This design comes from an exercise in tuning for small area, a short achievable clock period and few clock cycles per item on the open sky130 flow, not from production work.
Function was checked by simulation only, so behaviour that the tests miss may differ from the original.

## flow/design.v (module list and top-level ports; edited modules follow where they fit)
// module yuv2rgb: 1184 lines
// module fa: 4 lines
// module ha: 4 lines
// module ao: 3 lines
// module aoa: 4 lines
// module aoi: 4 lines
// module aoig: 3 lines
// module oai: 4 lines
// module oaig: 3 lines
module yuv2rgb (
    input  wire       clk,
    input  wire       rst,
    input  wire       in_valid,
    output wire       in_ready,
    input  wire [7:0] in_y,
    input  wire [7:0] in_u,
    input  wire [7:0] in_v,
    output wire       out_valid,
    input  wire       out_ready,
    output wire [7:0] out_r,
    output wire [7:0] out_g,
    output wire [7:0] out_b,
    output wire [7:0] out_luma
);
  // ...
==> flow/flow/run.sh <==
#!/bin/bash
# Standard ORFS layout (the standard.sh) with these changes in how it is made:
#  - the port buffers buffer_ports inserts are sky130_fd_sc_hd__buf_1 cells
#    (every input and output port still gets its own buffer);
#  - clock tree synthesis runs with its standard options but without dummy loads;
#  - timing repair is asked to leave 11.7 ns of setup slack at the design's
#    16 ns clock, so the resizer works on the critical paths.
# Clock period, I/O constraints and all other steps are the standard ones.
# make's output goes to standard_flow.log; each ORFS step keeps its own log
# under orfs/logs/.
set -euo pipefail
export BUFFER_PORTS_ARGS="-buffer_cell sky130_fd_sc_hd__buf_1"
export CTS_ARGS="-sink_clustering_enable -repair_clock_nets -dont_use_dummy_load"
bash standard.sh SETUP_SLACK_MARGIN=11.7 finish > standard_flow.log 2>&1
==> flow/standard.sh <==
#!/bin/bash
# synth_recipe.tcl (not shown) runs the flow's synth.tcl, then flattens the netlist and writes it again
# the make line also repeats each setting of config.mk as NAME=value (left out here)
make -C /OpenROAD-flow-scripts/flow DESIGN_CONFIG=/design/flow/config.mk WORK_HOME=/design/flow/orfs CLKGATE_MAP_FILE= SYNTH_SCRIPT=/design/flow/synth_recipe.tcl "${@:-finish}"
==> flow/config.mk <==
export PLATFORM = sky130hd
export DESIGN_NAME = yuv2rgb
export DESIGN_NICKNAME = yuv2rgb
export VERILOG_FILES = /design/flow/design.v
export SDC_FILE = /design/flow/constraint.sdc
export NUM_CORES = 4
export LEC_CHECK = 0
export CAP_MARGIN = 20
export CORE_MARGIN = 2
export CORE_UTILIZATION = 40
export SLEW_MARGIN = 20
export SYNTH_HIERARCHICAL = 1
export SYNTH_MINIMUM_KEEP_SIZE = 0
export TNS_END_PERCENT = 10
==> flow/constraint.sdc <==
create_clock -name core_clock -period 16.0 [get_ports {clk}]
set_input_delay 3.2000 -clock core_clock [delete_from_list [all_inputs] [get_ports {clk}]]
set_output_delay 3.2000 -clock core_clock [all_outputs]
set_load 0.01 [all_outputs]
==> metrics.yaml, run 1 <==
finish:
  antennaDiodeCount: 0
  comb_multi_in: 767
  num-nonclk-buffers: 131
  clk_share_pct: 1.60
  fillers: 2842
drt:
  wl_met1_um: 12500
  routed.top_layer: "met4"
  met2WireLength_um: 14000
  remaining_drc_errors: 0
  wirelength_um: 29000
  dr.first_iter.drc_count: 384
timing:
  finalCritPeriodShare_pct: 27.0
  worst-slew-pin-transition_ns: 1.07
  final.min_clock_period_ns: 4.32
  setup_repair_after_global_routing_missed_its_margin: "true"
setup_path:
  r2r_slack_ns: 11.68
  critPathCapture: "s3_l[2]"
  critical_path.max_stage_delay_ns: 0.58
synthesis:
  synthArstFlopShare_pct: 0
  netlist_top_cells_area: "sky130_fd_sc_hd__fa_1, sky130_fd_sc_hd__edfxtp_1, sky130_fd_sc_hd__ha_1, sky130_fd_sc_hd__dfxtp_1, sky130_fd_sc_hd__inv_1"
  synth_seq_area_share_pct: 24.1
  synthCells: 1007
  count_of_flip_flops_with_a_built_in_enable_after_synthesis: 80
  synth.largest_area_cell: "sky130_fd_sc_hd__fa_1"
min_path:
  hold_path.class: "flop to flop"
  startpoint_of_the_most_critical_hold_path: "rdy"
global_routing:
  maximum_number_of_pins_on_one_net_before_global_route_repair: 87
  grt.met2_usage_pct: 30.9
  grt_first_pass_wirelength_um: 47700
cts:
  cts.hold.buffers_added: 0
  insertion_delay_ns: 0.37
status:
  status: "timing/DRC/antenna clean"
floorplan:
  core.rowCount: 64
  die-area_um2: 32500
  io-pin-count: 62
placement:
  dpl_cell_area_um2: 13200
job:
  cap_violations: 0
Testbench counts, summed over its fixed seeds: cycles 16,024, items 16,000.
==> run 2: changes to the inputs <==
--- a/flow/config.mk
+++ b/flow/config.mk
@@ -8,5 +8,5 @@
 export CAP_MARGIN = 20
 export CORE_MARGIN = 2
-export CORE_UTILIZATION = 40
+export CORE_UTILIZATION = 45
 export SLEW_MARGIN = 20
 export SYNTH_HIERARCHICAL = 1
==> metrics.yaml, run 2 <==
status:
  status: "timing/DRC/antenna clean"
setup_path:
  worst_setup_path_end_kind: "flop"
  startpoint_of_the_most_critical_register_to_register_path: "s2_g[0]"
  crit_chain: "buf_6 > fa_1 > fa_1 > fa_1 > fa_1 > fa_1 > nor2_1 > nor2_1 > a21oi_2 > o21ai_2 > inv_2 > o21ai_4 > inv_2 > o21ai_0 > xnor2_1"
  critical_path.max_stage_delay_ns: 0.52  # -0.06 ns
  reg_to_reg_endpoint: "s3_l[3]"
  setup.worst_path.start_class: "flop"
  critical_path.max_fanout: 4
  r2r_slack_ns: 11.64  # -0.05 ns
  data_arrival_time_at_the_worst_slack_endpoint_ns: 4.47
  critical_path.most_common_cell: "sky130_fd_sc_hd__fa_1"
  critPathKind: "flop to flop"
  critical-path-slowest-cell: "sky130_fd_sc_hd__fa_1"
  critPathRequiredTime_ns: 16.10
  timing.critical_path.from: "s2_g[0]"
  depth_of_the_worst_register_to_register_path: 15
  critPathCapture: "s3_l[3]"
drt:
  drtPass1Iterations: 4
  drt-vias-per-instance: 5.21
  remaining_drc_errors: 0  # unchanged
  routed-via-count: 7826
  wirelength_um: 28800  # -0.66%
  dr.first_iter.drc_count: 370  # -3.6%
  detail_route.wl_per_cell_um: 19.2
  drt.antenna.violating_nets: 0
finish:
  layout.cells.most_common: "sky130_fd_sc_hd__fa_1"
  fillers: 2389  # -16%
  final_layout_size_suffix_gt1_share_pct: 19.1
  multi_input_comb_area_um2: 9030
  nets: 1531
  antennaDiodeCount: 0  # unchanged
  stdcell_count: 1501
  layout_common_cells: "sky130_fd_sc_hd__fa_1, sky130_fd_sc_hd__inv_1, sky130_fd_sc_hd__ha_1"
  layout.area.seq_um2: 3000
  area_delta_synth_final_pct: 13.6
  finalInstanceArea_um2: 14100
timing:
  hold_violations: 0
  setup_repair_after_global_routing_missed_its_margin: "true"
  final.min_clock_period_ns: 4.36  # +0.0454 ns
  timing.final.max_slew_violations: 0
  finClkSkew_ns: 0.0282
  number_of_endpoints_failing_setup_at_the_final_stage: 0
  worst-slew-pin-transition_ns: 1.02  # -0.0541 ns
  timing.setup.tns_ns: 0
  finalCritPeriodShare_pct: 27.3  # +0.28 points
  max_clock_freq_mhz: 229
  worst_rel_slew_slack_pct: 32.1
placement:
  globalplace.congestion: 0.900
  dpl.hpwl_um: 22300
  place.detailed.instances: 1407
  port_buffers: 61
  dpl_cell_area_um2: 13100  # -0.58%
synthesis:
  postSynthNetCount: 1376
  syn_area_per_cell_um2: 12.3
  synthCells: 1007  # unchanged
  synth_cell_type_count: 35
  yosysMostFrequentCell: "sky130_fd_sc_hd__fa_1"
  postSynth.topFlopCell: "sky130_fd_sc_hd__edfxtp_1"
  synth_seq_area_share_pct: 24.1  # unchanged
  post-synth-top-area-fraction_pct: 40.6
  synth.largest_area_cell: "sky130_fd_sc_hd__fa_1"
  synthesis.area_um2: 12400
  synth.top_cells.by_count: "sky130_fd_sc_hd__fa_1, sky130_fd_sc_hd__inv_1, sky130_fd_sc_hd__ha_1"
  yosys_register_bits: 110
  netlist_top_cells_area: "sky130_fd_sc_hd__fa_1, sky130_fd_sc_hd__edfxtp_1, sky130_fd_sc_hd__ha_1, sky130_fd_sc_hd__dfxtp_1, sky130_fd_sc_hd__inv_1"
  synthArstFlopShare_pct: 0  # unchanged
  count_of_flip_flops_with_a_built_in_enable_after_synthesis: 80  # unchanged
  count_of_yosys_warnings_during_synthesis: 7
global_routing:
  grt_overflow_total: 0
  gr_busiest_metal: "met2"
  first_global_vias: 8661
  maximum_number_of_pins_on_one_net_before_global_route_repair: 61  # -30%
  global_route.usage.met3_pct: 5.30
  met1_usage_pct: 29.5
  grt.met2_usage_pct: 35.3  # +4.4 points
  grt_use_total_pct: 21.7
  grt_antenna_before_repair: 0
  grt_first_pass_wirelength_um: 46900  # -1.7%
floorplan:
  fp.coreArea_um2: 27000
  core.rowCount: 60  # -6.3%
  dieWidth_um: 170
  floorplan.initialDensity_pct: 46.0
  fp.dieH_um: 170
  die-area_um2: 29000  # -11%
  io-pin-count: 62  # unchanged
cts:
  clockBufferDepth: 2
  cts.sinks: 110
  htree_num_levels: 3
  clk_pin_slew_ns: 0.07
  numCtsBuffers: 9
  tritoncts: "done"
  insertion_delay_ns: 0.36  # about the same
  cts_root_buffer: "sky130_fd_sc_hd__clkbuf_16"
job:
  cap_violations: 0  # unchanged
min_path:
  hold_path.class: "flop to flop"
-- run 2: modules after synthesis, one instance, submodules excluded --
module / copies in the design / cell area (um2) / flops+latches / cells
yuv2rgb: 1 / 5630 / 110 / 520
fa: 252 / 20.0 / 0 / 1
aoa: 31 / 13.8 / 0 / 2
aoi: 20 / 12.5 / 0 / 2
ha: 35 / 12.5 / 0 / 1
oai: 33 / 12.5 / 0 / 2
aoig: 3 / 8.76 / 0 / 1
ao: 24 / 7.51 / 0 / 1
oaig: 5 / 5.00 / 0 / 1
-- run 2: worst min-delay path by stage --
| stage | startpoint | to | slack (ns) | cells after the start |
|---|---|---|---|---|
| floorplan | s1_v | s2_v | 0.43 | 2 |
| global placement | rdy | rdy | 0.44 | 2 |
| detailed placement | s1_v | s2_v | 0.45 | 2 |
| CTS | s1_v | s2_v | 0.46 | 2 |
| global route | s1_v | s2_v | 0.48 | 2 |
| finish | s1_v | s2_v | 0.45 | 2 |
-- run 2: what timing repair did --
item	4_1_cts	5_1_grt
endpoints found under the hold margin	0	0
gates cloned	1	0
setup endpoints to repair	91	32
hold buffers	0	0
buffers inserted	71	13
gates resized for setup	28	12
pin swaps	3	3
-- run 2: metrics by stage --
step | utilization [%] | setup slack (ns) | hold slack, ns
after global routing | 52.3 | 11.52 | 0.477
after global placement | 48.4 | 11.09 | 0.443
final | 52.3 | 11.64 | 0.453
after floorplan | - | 11.04 | 0.431
after detailed placement | 48.4 | 11.06 | 0.449
after CTS | 51.7 | 11.67 | 0.458
-- run 2: cells by family (layout without fill, tap and decap cells) --
family,Yosys count,count (layout),share of synthesized area (%)
buf+inv,130,283,4.08
xor+xnor,45,45,3.29
flops,110,110,24.1
fa+ha+maj,341,341,49.5
mux,25,25,2.25
compound gates,162,162,9.58
simple gates,194,194,7.12
-- run 2: metal layers --
metal / share of wire, % / wire, um
met1: 44 / 12700
met2: 47 / 13600
met3: 6.7 / 1920
met4: 1.9 / 560
met5: 0 / 0
-- run 2: final cells by class --
type | instances | area share (%)
timing repair inverter | 1 | 0.0354
inverter | 127 | 3.74
sequential | 110 | 21.3
multi-input combinational | 767 | 63.9
clock buffer | 9 | 1.59
tap | 341 | 3.02
timing repair buffer | 146 | 6.40
-- run 2: critical path: cells and delay by family, from the launching register on --
kind                       cells  cell delay (ns)
AOI/OAI and AO/OA              4             0.67
xor gates and xnor gates       1             0.09
adders and majority gates      5             2.29
buffers and inverters          3             0.34
DFF                            1             0.51
and+or+nand+nor                2             0.20
==> run 3: changes to the inputs <==
--- a/flow/flow/run.sh
+++ b/flow/flow/run.sh
@@ -4,5 +4,5 @@
 #    (every input and output port still gets its own buffer);
 #  - clock tree synthesis runs with its standard options but without dummy loads;
-#  - timing repair is asked to leave 11.7 ns of setup slack at the design's
+#  - timing repair is asked to leave 11.8 ns of setup slack at the design's
 #    16 ns clock, so the resizer works on the critical paths.
 # Clock period, I/O constraints and all other steps are the standard ones.
@@ -12,3 +12,3 @@
 export BUFFER_PORTS_ARGS="-buffer_cell sky130_fd_sc_hd__buf_1"
 export CTS_ARGS="-sink_clustering_enable -repair_clock_nets -dont_use_dummy_load"
-bash standard.sh SETUP_SLACK_MARGIN=11.7 finish > standard_flow.log 2>&1
+bash standard.sh SETUP_SLACK_MARGIN=11.8 finish > standard_flow.log 2>&1
--- a/flow/config.mk
+++ b/flow/config.mk
@@ -8,5 +8,5 @@
 export CAP_MARGIN = 20
 export CORE_MARGIN = 2
-export CORE_UTILIZATION = 45
+export CORE_UTILIZATION = 40
 export SLEW_MARGIN = 20
 export SYNTH_HIERARCHICAL = 1
==> metrics.yaml, run 3 <==
status:
  status: "timing/DRC/antenna clean"
timing:
  hold_violations: 0  # unchanged
  finClkSkew_ns: 0.0320  # +0.00382 ns
  max_clock_freq_mhz: 234  # +1.9%
  final.min_clock_period_ns: 4.28  # -0.0830 ns
  finalCritPeriodShare_pct: 26.7  # -0.52 points
  worst-slew-pin-transition_ns: 1.06  # +0.0435 ns
  worst_rel_slew_slack_pct: 29.2  # -2.9 points
  timing.setup.tns_ns: 0  # unchanged
  setup_repair_after_global_routing_missed_its_margin: "true"
  timing.final.max_slew_violations: 0  # unchanged
  number_of_endpoints_failing_setup_at_the_final_stage: 0  # unchanged
synthesis:
  postSynthNetCount: 1376  # unchanged
  count_of_flip_flops_with_a_built_in_enable_after_synthesis: 80  # unchanged
  synth_seq_area_share_pct: 24.1  # unchanged
  synth_cell_type_count: 35  # unchanged
  syn_area_per_cell_um2: 12.3  # unchanged
  synthCells: 1007  # unchanged
  synthArstFlopShare_pct: 0  # unchanged
  synth.top_cells.by_count: "sky130_fd_sc_hd__fa_1, sky130_fd_sc_hd__inv_1, sky130_fd_sc_hd__ha_1"
  netlist_top_cells_area: "sky130_fd_sc_hd__fa_1, sky130_fd_sc_hd__edfxtp_1, sky130_fd_sc_hd__ha_1, sky130_fd_sc_hd__dfxtp_1, sky130_fd_sc_hd__inv_1"
  post-synth-top-area-fraction_pct: 40.6  # unchanged
  synthesis.area_um2: 12400  # unchanged
  synth.largest_area_cell: "sky130_fd_sc_hd__fa_1"
  yosys_register_bits: 110  # unchanged
  yosysMostFrequentCell: "sky130_fd_sc_hd__fa_1"
  count_of_yosys_warnings_during_synthesis: 7  # unchanged
  postSynth.topFlopCell: "sky130_fd_sc_hd__edfxtp_1"
floorplan:
  die-area_um2: 32500  # +12%
  fp.coreArea_um2: 30600  # +13%
  dieWidth_um: 180  # +5.9%
  core.rowCount: 64  # +6.7%
  fp.dieH_um: 180  # +5.9%
  io-pin-count: 62  # unchanged
  floorplan.initialDensity_pct: 40.6  # -5.4 points
cts:
  cts.sinks: 110  # unchanged
  insertion_delay_ns: 0.36  # about the same
  cts.hold.buffers_added: 0  # unchanged
  clk_pin_slew_ns: 0.07  # about the same
  numCtsBuffers: 9  # unchanged
  cts_root_buffer: "sky130_fd_sc_hd__clkbuf_16"
  clockBufferDepth: 2  # unchanged
  htree_num_levels: 3  # unchanged
  tritoncts: "done"
drt:
  dr.first_iter.drc_count: 312  # -16%
  drtPass1Iterations: 5  # +1
  wl_met3_um: 1950  # +1.7%
  routed-via-count: 7933  # +1.4%
  detail_route.wl_per_cell_um: 18.9  # -1.7%
  drt-vias-per-instance: 5.06  # -2.9%
  remaining_drc_errors: 0  # unchanged
  routed.top_layer: "met4"
  wirelength_um: 29600  # +2.6%
  drt.antenna.violating_nets: 0  # unchanged
  wl_met1_um: 12900  # +1.3%
  met2WireLength_um: 14100  # +4.0%
min_path:
  hold_path.class: "flop to flop"
  holdPathStages: 2  # unchanged
setup_path:
  critPathRequiredTime_ns: 16.09  # about the same
  worst_setup_path_end_kind: "flop"
  critical_path.max_stage_delay_ns: 0.55  # +0.03 ns
  critical_path.max_fanout: 3  # -1
  setup.worst_path.start_class: "flop"
  critPathKind: "flop to flop"
  depth_of_the_worst_register_to_register_path: 13  # -2
  critical-path-slowest-cell: "sky130_fd_sc_hd__fa_1"
  crit_chain: "buf_4 > fa_1 > fa_1 > fa_1 > fa_2 > fa_1 > inv_1 > ha_4 > inv_1 > nor2_2 > nand2_1 > o21ai_1 > xnor2_1"
  r2r_slack_ns: 11.72  # +0.08 ns
  data_arrival_time_at_the_worst_slack_endpoint_ns: 4.37  # -0.10 ns
  critical_path.most_common_cell: "sky130_fd_sc_hd__fa_1"
global_routing:
  grt_overflow_total: 0  # unchanged
  grt_antenna_before_repair: 0  # unchanged
  grt_use_total_pct: 19.3  # -2.4 points
  maximum_number_of_pins_on_one_net_before_global_route_repair: 87  # +43%
  grt_first_pass_wirelength_um: 48100  # +2.5%
  first_global_vias: 8904  # +2.8%
finish:
  final_layout_size_suffix_gt1_share_pct: 23.1  # +4.0 points
  nets: 1542  # +0.72%
  layout.cells.most_common: "sky130_fd_sc_hd__fa_1"
  finalInstanceArea_um2: 14400  # +2.1%
  finalCoreUtilization_pct: 47.1  # -5.1 points
  area_delta_synth_final_pct: 15.9
  antennaDiodeCount: 0  # unchanged
  layout_common_cells: "sky130_fd_sc_hd__fa_1, sky130_fd_sc_hd__inv_1, sky130_fd_sc_hd__buf_4"
placement:
  dpl.hpwl_um: 22900  # +2.6%
  port_buffers: 61  # unchanged
  dpl_cell_area_um2: 13200  # +0.58%
  globalplace.congestion: 0.860  # -4.4%
job:
  cap_violations: 0  # unchanged
==> run 3: logic make-up (layout without fill, tap and decap cells) <==
family | count (synthesis) | count (layout) | share of synthesized area, %
adders and majority gates | 341 | 341 | 49.5
and+or+nand+nor | 194 | 194 | 7.12
AOI/OAI and AO/OA | 162 | 162 | 9.58
buffers and inverters | 130 | 294 | 4.08
DFF | 110 | 110 | 24.1
xor gates and xnor gates | 45 | 45 | 3.29
muxes | 25 | 25 | 2.25
==> run 3: worst max-delay path: cells and delay by family, from the launching register on <==
family                   cells  cell delay, ns
XOR/XNOR                     1            0.09
adder cells (fa/ha/maj)      6            2.73
AND/OR/NAND/NOR              2            0.22
flip-flops                   1            0.50
AO/OA/AOI/OAI                1            0.15
buffers and inverters        3            0.33
==> run 3: cell type report <==
cell class              instances  area (um2)
clock buffers                   9         225
fillers                      2807       16200
inverters                     127         533
multi-input cells             767        9170
flip-flops and latches        110        3000
well taps                     396         495
repair buffers                158         987
==> run 3: through the flow <==
| step | setup slack [ns] | instances | hold WS [ns] |
|---|---|---|---|
| 3_3_place_gp | 11.27 | 1463 | 0.441 |
| 6_report | 11.72 | 1567 | 0.456 |
| 3_5_place_dp | 11.24 | 1463 | 0.451 |
| 5_1_grt | 11.53 | 1567 | 0.482 |
| 2_1_floorplan | 11.04 | 1007 | 0.431 |
| 4_1_cts | 11.67 | 1545 | 0.458 |
==> run 3: what timing repair did <==
action,in CTS,in global routing
gates cloned,0,0
endpoints found under the setup margin,117,70
resized for setup,39,49
pin swaps,5,17
buffers inserted,73,22
==> run 3: worst paths after layout <==
| path | start | to |
|---|---|---|
| min | rdy | rdy |
| max | s2_g[0] | s3_l[4] |
| min reg2reg | rdy | rdy |
| max reg2reg | s2_g[0] | s3_l[4] |
==> run 3: per-module statistics from Yosys (local to each module, per instance), a selection <==
module   flops+latches  cells  cell area [um2]  copies in the design
ha                   0      1             12.5                    35
yuv2rgb            110    520             5630                     1
aoa                  0      2             13.8                    31
oai                  0      2             12.5                    33
ao                   0      1             7.51                    24
oaig                 0      1             5.00                     5
aoi                  0      2             12.5                    20
==> run 3: metal layers <==
| layer | global-route usage (%) | vias to the layer above |
|---|---|---|
| met5 | 0 | - |
| met4 | 4.52 | 0 |
| met3 | 5.96 | 34 |
| met2 | 31.2 | 209 |
| met1 | 25.6 | 4089 |
| li1 | - | 3601 |
==> run 4: changes to the inputs <==
--- a/flow/flow/run.sh
+++ b/flow/flow/run.sh
@@ -4,5 +4,5 @@
 #    (every input and output port still gets its own buffer);
 #  - clock tree synthesis runs with its standard options but without dummy loads;
-#  - timing repair is asked to leave 11.8 ns of setup slack at the design's
+#  - timing repair is asked to leave 11.6 ns of setup slack at the design's
 #    16 ns clock, so the resizer works on the critical paths.
 # Clock period, I/O constraints and all other steps are the standard ones.
@@ -12,3 +12,3 @@
 export BUFFER_PORTS_ARGS="-buffer_cell sky130_fd_sc_hd__buf_1"
 export CTS_ARGS="-sink_clustering_enable -repair_clock_nets -dont_use_dummy_load"
-bash standard.sh SETUP_SLACK_MARGIN=11.8 finish > standard_flow.log 2>&1
+bash standard.sh SETUP_SLACK_MARGIN=11.6 finish > standard_flow.log 2>&1
==> metrics.yaml, run 4 <==
global_routing:
  grt_overflow_total: 0  # unchanged
  grt_use_total_pct: 19.1  # -0.21 points
  maximum_number_of_pins_on_one_net_before_global_route_repair: 87  # unchanged
  first_global_vias: 8841  # -0.71%
  grt_antenna_before_repair: 0  # unchanged
  grt_first_pass_wirelength_um: 47500  # -1.2%
timing:
  finClkSkew_ns: 0.0332  # +0.00113 ns
  hold_violations: 0  # unchanged
  final.min_clock_period_ns: 4.31  # +0.0263 ns
  setup_repair_after_global_routing_missed_its_margin: "true"
  number_of_endpoints_failing_setup_at_the_final_stage: 0  # unchanged
  worst_rel_slew_slack_pct: 29.6  # +0.36 points
  timing.final.max_slew_violations: 0  # unchanged
  worst-slew-pin-transition_ns: 1.05  # -0.00536 ns
  max_clock_freq_mhz: 232  # -0.61%
  finalCritPeriodShare_pct: 26.9  # +0.16 points
  hold_slack_ns: 0.455  # -0.00132 ns
  timing.setup.tns_ns: 0  # unchanged
synthesis:
  netlist_top_cells_area: "sky130_fd_sc_hd__fa_1, sky130_fd_sc_hd__edfxtp_1, sky130_fd_sc_hd__ha_1, sky130_fd_sc_hd__dfxtp_1, sky130_fd_sc_hd__inv_1"
  synthArstFlopShare_pct: 0  # unchanged
  postSynthNetCount: 1376  # unchanged
  count_of_yosys_warnings_during_synthesis: 7  # unchanged
  synth_cell_type_count: 35  # unchanged
  synthesis.area_um2: 12400  # unchanged
  synth.top_cells.by_count: "sky130_fd_sc_hd__fa_1, sky130_fd_sc_hd__inv_1, sky130_fd_sc_hd__ha_1"
  syn_area_per_cell_um2: 12.3  # unchanged
  synth.largest_area_cell: "sky130_fd_sc_hd__fa_1"
  post-synth-top-area-fraction_pct: 40.6  # unchanged
  synthCells: 1007  # unchanged
  synth_seq_area_share_pct: 24.1  # unchanged
  yosys_register_bits: 110  # unchanged
  yosysMostFrequentCell: "sky130_fd_sc_hd__fa_1"
  count_of_flip_flops_with_a_built_in_enable_after_synthesis: 80  # unchanged
  postSynth.topFlopCell: "sky130_fd_sc_hd__edfxtp_1"
setup_path:
  worst_setup_path_end_kind: "flop"
  setup.worst_path.start_class: "flop"
  data_arrival_time_at_the_worst_slack_endpoint_ns: 4.40  # +0.03 ns
  startpoint_of_the_most_critical_register_to_register_path: "s2_g[3]"
  critPathKind: "flop to flop"
  critical_path.max_fanout: 4  # +1
  critPathRequiredTime_ns: 16.09  # about the same
  timing.critical_path.from: "s2_g[3]"
cts:
  cts_root_buffer: "sky130_fd_sc_hd__clkbuf_16"
  htree_num_levels: 3  # unchanged
  tritoncts: "done"
  clk_pin_slew_ns: 0.07  # about the same
  clockBufferDepth: 2  # unchanged
  insertion_delay_ns: 0.36  # about the same
  cts.sinks: 110  # unchanged
  numCtsBuffers: 9  # unchanged
finish:
  antennaDiodeCount: 0  # unchanged
  area_delta_synth_final_pct: 14.3
  final_layout_size_suffix_gt1_share_pct: 20.4  # -2.8 points
  fillers: 2821  # +0.50%
  stdcell_count: 1555  # -0.77%
  nets: 1530  # -0.78%
  layout_common_cells: "sky130_fd_sc_hd__fa_1, sky130_fd_sc_hd__inv_1, sky130_fd_sc_hd__ha_1"
  layout.cells.most_common: "sky130_fd_sc_hd__fa_1"
drt:
  drt.antenna.violating_nets: 0  # unchanged
  detail_route.wl_per_cell_um: 18.7  # -0.66%
  drtPass1Iterations: 5  # unchanged
  drt-vias-per-instance: 5.03  # -0.57%
  routed-via-count: 7827  # -1.3%
  remaining_drc_errors: 0  # unchanged
  dr.first_iter.drc_count: 371  # +19%
  wirelength_um: 29200  # -1.4%
floorplan:
  die-area_um2: 32500  # unchanged
  fp.dieH_um: 180  # unchanged
  dieWidth_um: 180  # unchanged
  floorplan.initialDensity_pct: 40.6  # unchanged
  fp.coreArea_um2: 30600  # unchanged
  core.rowCount: 64  # unchanged
  io-pin-count: 62  # unchanged
min_path:
  startpoint_of_the_most_critical_hold_path: "rdy"
  hold_path.class: "flop to flop"
placement:
  globalplace.congestion: 0.860  # unchanged
  port_buffers: 61  # unchanged
  dpl.hpwl_um: 22900  # unchanged
  place.detailed.instances: 1463  # unchanged
status:
  status: "timing/DRC/antenna clean"
job:
  cap_violations: 0  # unchanged
run 4: logic make-up after synthesis:
kind of cell             Yosys count  synth area share, %
AND/OR/NAND/NOR                  194                 7.12
AO/OA/AOI/OAI                    162                 9.58
multiplexers                      25                 2.25
flip-flops                       110                 24.1
buffers and inverters            130                 4.08
adder cells (fa/ha/maj)          341                 49.5
XOR/XNOR                          45                 3.29
run 4: through the flow:
stage | setup slack [ns] | util (%) | cell area (um2)
finish | 11.69 | 46.5 | 14200
global route | 11.49 | 46.5 | 14200
CTS | 11.59 | 45.1 | 13800
detailed placement | 11.24 | 43.0 | 13200
global placement | 11.27 | 43.0 | 13200
floorplan | 11.04 | - | 12400
run 4: layout make-up:
class,count,area (um2),share of cell area [%]
Timing Repair Buffer,146,891,6.27
Clock buffer,9,225,1.58
Inverter,127,524,3.69
Multi-Input combinational cell,767,9080,63.9
Tap cell,396,495,3.49
Sequential cell,110,3000,21.1
run 4: what timing repair did:
action,in CTS,in global routing
buffers inserted,50,33
pin swaps,0,6
endpoints found under the hold margin,0,0
hold buffers,0,0
setup endpoints to repair,31,31
resized for setup,14,44
run 4: final timing paths:
kind / endpoint / slack [ns] / cells past startpoint
max: s3_l[6] / 11.69 / 13
min: rdy / 0.45 / 2
max reg2reg: s3_l[6] / 11.69 / 13
min reg2reg: rdy / 0.45 / 2
run 4: modules after synthesis (local to each module, per instance):
| module | times used | cells inside |
|---|---|---|
| oai | 33 | 2 |
| aoa | 31 | 2 |
| aoi | 20 | 2 |
| fa | 252 | 1 |
| aoig | 3 | 1 |
| yuv2rgb | 1 | 520 |
| ao | 24 | 1 |
| oaig | 5 | 1 |
| ha | 35 | 1 |
run 4: per-layer routing:
layer	global-route usage [%]	wire length, um	vias to the layer above
met4	4.23	310	0
li1	-	-	3577
met5	0	0	-
met1	25.1	12600	4026
met2	31.0	14200	202
met3	6.29	1990	22
run 4: critical path: stages (launching register included):
cell and delay, ns:
sky130_fd_sc_hd__edfxtp_1 0.52, sky130_fd_sc_hd__buf_4 0.24, sky130_fd_sc_hd__fa_1 0.51, sky130_fd_sc_hd__fa_1 0.43
sky130_fd_sc_hd__fa_1 0.54, sky130_fd_sc_hd__fa_1 0.45, sky130_fd_sc_hd__fa_1 0.52, sky130_fd_sc_hd__inv_1 0.08
sky130_fd_sc_hd__ha_4 0.28, sky130_fd_sc_hd__inv_1 0.06, sky130_fd_sc_hd__nor2_2 0.14, sky130_fd_sc_hd__nand2_1 0.07
sky130_fd_sc_hd__o21ai_1 0.14, sky130_fd_sc_hd__xnor2_1 0.08

## what the ideal ports hide
Ports are ideal in the flow. The routed layouts listed here were re-timed in OpenROAD. Step 1 sets driving cells, clkbuf_16 on the clock port and buf_2 on the other inputs (assumed; they add their load-dependent delay and slew). Step 2 also shifts input and output timing later by t, the mid clock arrival at the registers, as if the neighbouring blocks saw the same clock. Three values: ideal ports, drivers, drivers and shift; two values: the first two.
run	t, ns	setup WS [ns]	worst setup path after step 2
run 1	0.393	11.683 / 11.683 / 11.490	input to register
run 2	0.394	11.638 / 11.638 / 11.420	input to register
run 3	0.393	11.721 / 11.721 / 11.486	input to register
run 4	0.394	11.694 / 11.694 / 11.484	input to register
After both steps setup and hold are still met in every run listed. The setup slack of run 3, which loses most, moves by 0.000 ns with the drivers and by -0.235 ns with both steps.
